From an optimization exercise on the open Yosys and OpenROAD flow, aimed at small area, a short achievable clock period and few clock cycles; shortcuts taken in it are not production practice.
The RTL was checked by simulation tests, not by an equivalence proof against the original design.
No activity file was given, so power comes from the tool's default toggle rates.

## v9
## m10_numeng
module m10_numeng #(
    parameter [31:0] REF_CLK   = 32'd50000000,
    parameter [31:0] K_MS      = 32'd1000,
    parameter [31:0] K_US      = 32'd1,
    parameter [7:0]  FINE_WRAP = 8'd127
) (
    input  wire        clk,
    input  wire        rst,
    input  wire        tick,
    input  wire        cmd_valid,
    output wire        cmd_ready,
    input  wire [7:0]  cmd_op,
    input  wire [7:0]  cmd_imm,
    input  wire [31:0] cmd_arg,
    output wire        rsp_valid,
    output wire [2:0]  rsp_err,
    output wire [31:0] rsp_data,
    output wire        tx_valid,
    input  wire        tx_ready,
    output wire [7:0]  tx_data
);
==> flow/config.mk <==
export PLATFORM = sky130hd
export DESIGN_NAME = m10_numeng
export DESIGN_NICKNAME = m10_numeng
export VERILOG_FILES = /design/flow/design.v
export SDC_FILE = /design/flow/constraint.sdc
export NUM_CORES = 4
export LEC_CHECK = 0
export ABC_AREA = 1
export CAP_MARGIN = 20
export CORE_MARGIN = 2
export CORE_UTILIZATION = 40
export CTS_BUF_LIST = sky130_fd_sc_hd__clkbuf_8
export CTS_CLUSTER_SIZE = 30
export PLACE_DENSITY = 0.6
export SETUP_SLACK_MARGIN = 2.5
export SLEW_MARGIN = 20
==> flow/constraint.sdc <==
create_clock -name core_clock -period 6.0 [get_ports {clk}]
set_input_delay 1.2000 -clock core_clock [delete_from_list [all_inputs] [get_ports {clk}]]
set_output_delay 1.2000 -clock core_clock [all_outputs]
set_load 0.01 [all_outputs]
run.sh (not shown) runs the stock make flow with config.mk's settings and CLKGATE_MAP_FILE= SYNTH_SCRIPT=/design/flow/synth_recipe.tcl, a recipe that flattens the netlist after the stock synthesis.
v9 has completed all stages; timing, DRC and antenna checks passed.
Testbench counts of v9, summed over its fixed seeds: cycles 24,389.
Relative to v9, the following input files were edited for v50:
==> flow/flow/run.sh (new file) <==
#!/bin/bash
# The standard layout (standard.sh: ORFS synthesis to finish, unchanged),
# except that the ports are buffered with sky130_fd_sc_hd__buf_4 instead of the
# cell buffer_ports picks by default (a slow delay buffer, clkdlybuf4s50_1,
# which the platform's footprint-matched sizing can only swap for other delay
# cells). Every input and output port still gets its own buffer.
set -euo pipefail
export BUFFER_PORTS_ARGS="-buffer_cell sky130_fd_sc_hd__buf_4"
bash standard.sh finish > standard.log 2>&1
==> flow/standard.sh (new file) <==
#!/bin/bash
# synth_recipe.tcl (not shown) runs the flow's synth.tcl, then flattens the netlist and writes it again
# the make line also repeats each setting of config.mk as NAME=value (left out here)
make -C /OpenROAD-flow-scripts/flow DESIGN_CONFIG=/design/flow/config.mk WORK_HOME=/design/flow/orfs CLKGATE_MAP_FILE= SYNTH_SCRIPT=/design/flow/synth_recipe.tcl "${@:-finish}"
removed: flow/run.sh
Findings:
| HPWL after detailed placement | lower: v9 |. Looking only at design internal power, and setting everything else aside, the lower value of v50 and v9 goes to v50. Between v9 and v50, via count of the first global-routing pass decreased. Changes observed in v50 relative to v9: synthesis-to-layout area growth moved down; share of flip-flops with an asynchronous set or reset level. Between v9 and v50, the cell count after placement figures differ only marginally. Global-route wire length before repair, v50 and v9: larger value in v9. Fraction of power spent switching nets in v50 vs v9: up 0.87 points. On routed wire length, the lower figure sits with v50, not v9.
The following lists how v51 was set up differently from v50:
- TNS_END_PERCENT now 20, previously not set
[summary]
v50 vs v51, worst setup path startpoint: T[0] vs sp[1]. Of the two values seen for destination of the critical timing path, txd[0] was produced by v51 and A[16] by v50. Taking v50 as the reference, in v51 power up about 2.4%; cell depth of the worst min-delay path now smaller; clock group share of total power went up; minimum hold slack now sits lower; routed length on met1 lower.

* * *

## v6
Another version of the RTL of m10_numeng (not shown whole).
For scale: ~3,900 cells after synthesis, ~99 I/O pins, about 25,000 um^2 of cells after synthesis.
## m10_numeng
module m10_numeng #(
    parameter [31:0] REF_CLK   = 32'd50000000,
    parameter [31:0] K_MS      = 32'd1000,
    parameter [31:0] K_US      = 32'd1,
    parameter [7:0]  FINE_WRAP = 8'd127
) (
    input  wire        clk,
    input  wire        rst,
    input  wire        tick,
    input  wire        cmd_valid,
    output wire        cmd_ready,
    input  wire [7:0]  cmd_op,
    input  wire [7:0]  cmd_imm,
    input  wire [31:0] cmd_arg,
    output wire        rsp_valid,
    output wire [2:0]  rsp_err,
    output wire [31:0] rsp_data,
    output wire        tx_valid,
    input  wire        tx_ready,
    output wire [7:0]  tx_data
);
==> flow/config.mk <==
export PLATFORM = sky130hd
export DESIGN_NAME = m10_numeng
export DESIGN_NICKNAME = m10_numeng
export VERILOG_FILES = /design/flow/design.v
export SDC_FILE = /design/flow/constraint.sdc
export NUM_CORES = 4
export LEC_CHECK = 0
export ABC_AREA = 1
export CAP_MARGIN = 20
export CORE_MARGIN = 2
export CORE_UTILIZATION = 40
export PLACE_DENSITY = 0.6
export SETUP_SLACK_MARGIN = 2.5
export SLEW_MARGIN = 20
==> flow/constraint.sdc <==
create_clock -name core_clock -period 6.0 [get_ports {clk}]
set_input_delay 1.2000 -clock core_clock [delete_from_list [all_inputs] [get_ports {clk}]]
set_output_delay 1.2000 -clock core_clock [all_outputs]
set_load 0.01 [all_outputs]
Stock flow here: none of the scripts above is used.
Testbench counts of v6, summed over its fixed seeds: cycles 24,253.
diff inputs: v6 => v7
==> flow/flow/run.sh (new file) <==
#!/bin/bash
# The standard layout (standard.sh: ORFS synthesis to finish, unchanged),
# except that the ports are buffered with sky130_fd_sc_hd__buf_4 instead of the
# cell buffer_ports picks by default (a slow delay buffer, clkdlybuf4s50_1,
# which the platform's footprint-matched sizing can only swap for other delay
# cells). Every input and output port still gets its own buffer.
set -euo pipefail
export BUFFER_PORTS_ARGS="-buffer_cell sky130_fd_sc_hd__buf_4"
bash standard.sh finish > standard.log 2>&1
==> flow/standard.sh (new file) <==
#!/bin/bash
# synth_recipe.tcl (not shown) runs the flow's synth.tcl, then flattens the netlist and writes it again
# the make line also repeats each setting of config.mk as NAME=value (left out here)
make -C /OpenROAD-flow-scripts/flow DESIGN_CONFIG=/design/flow/config.mk WORK_HOME=/design/flow/orfs CLKGATE_MAP_FILE= SYNTH_SCRIPT=/design/flow/synth_recipe.tcl "${@:-finish}"
removed: flow/run.sh
Findings:
- On power dissipated by switching net loads, v7 tracks v6 almost exactly.
- Against v6, design area in v7 fell slightly.
- Comparing v7 with v6, the combined global-route utilization of all metal layers came out essentially unchanged.
- Going from v6 to v7, area overhead of the layout relative to synthesis has decreased, hold slack has decreased.
- In the flow results for v6 and v7, the worst path setup slack after routing is smaller on v7.
- | non-clock buffer count | v7 vs v6 | 40 lower |
- Looking only at number of global-route vias before repair, and setting everything else aside, the lower value of v6 and v7 goes to v7.
- Between v7 and v6, it is v7 whose power is lower, by 0.85%.

* * *

RTL: one of the versions met above, not the one the previous note started from.
Size in the first run: roughly 3,800 cells after synthesis, roughly 290 flip-flops, ~99 I/O pins, about 25,000 um^2 of cells after synthesis.
Settings: LEC_CHECK=0, ABC_AREA=1, CAP_MARGIN=20, CORE_MARGIN=2, CORE_UTILIZATION=40, PLACE_DENSITY=0.6, SETUP_SLACK_MARGIN=2.5, SLEW_MARGIN=20, TNS_END_PERCENT=20; clock period 6.0 ns.
Stock flow here: none of the scripts above is used.
The starting point completed with no timing, DRC or antenna violations.
Testbench counts at the start, summed over its fixed seeds: cycles 24,389.
Change:
Settings changed: TNS_END_PERCENT 20 to not set.
After rerunning:
- worst setup slack degrades by 12 ps
- flip-flop and latch count does not change
- area after synthesis is unchanged

-- port drivers added, routing unchanged --
The flow's constraints put no driver on any port. The routed layouts listed below were extracted and timed again, unchanged, in two steps. Step 1: set_driving_cell puts a clkbuf_16 on clk and a buf_2 on each other input, an assumption about the parent block. Step 2, shift: input delay + t, output delay - t, t = (earliest + latest rising clock arrival at the registers) / 2. This alone moves slack from input paths to output paths. Slacks: ideal / step 1 / step 2; pairs: ideal / step 1.
run	shift t [ns]	slack for setup (ns)	cell pins on the clock port's net
v9	0.726	2.395 / 2.395 / 1.813	1
v50	0.730	2.474 / 2.474 / 1.885	1
v51	0.709	2.478 / 2.449 / 1.860	1
v6	0.624	2.431 / 2.431 / 1.942	1
v7	0.632	2.426 / 2.426 / 1.913	1
the first run of note 3	0.631	2.491 / 2.453 / 1.947	1
the second run of note 3	0.631	2.479 / 2.453 / 1.970	1
After both steps every run listed still meets setup and hold. For v51, which loses most, drivers alone change the setup slack by -0.029 ns; drivers and shift together by -0.618 ns.
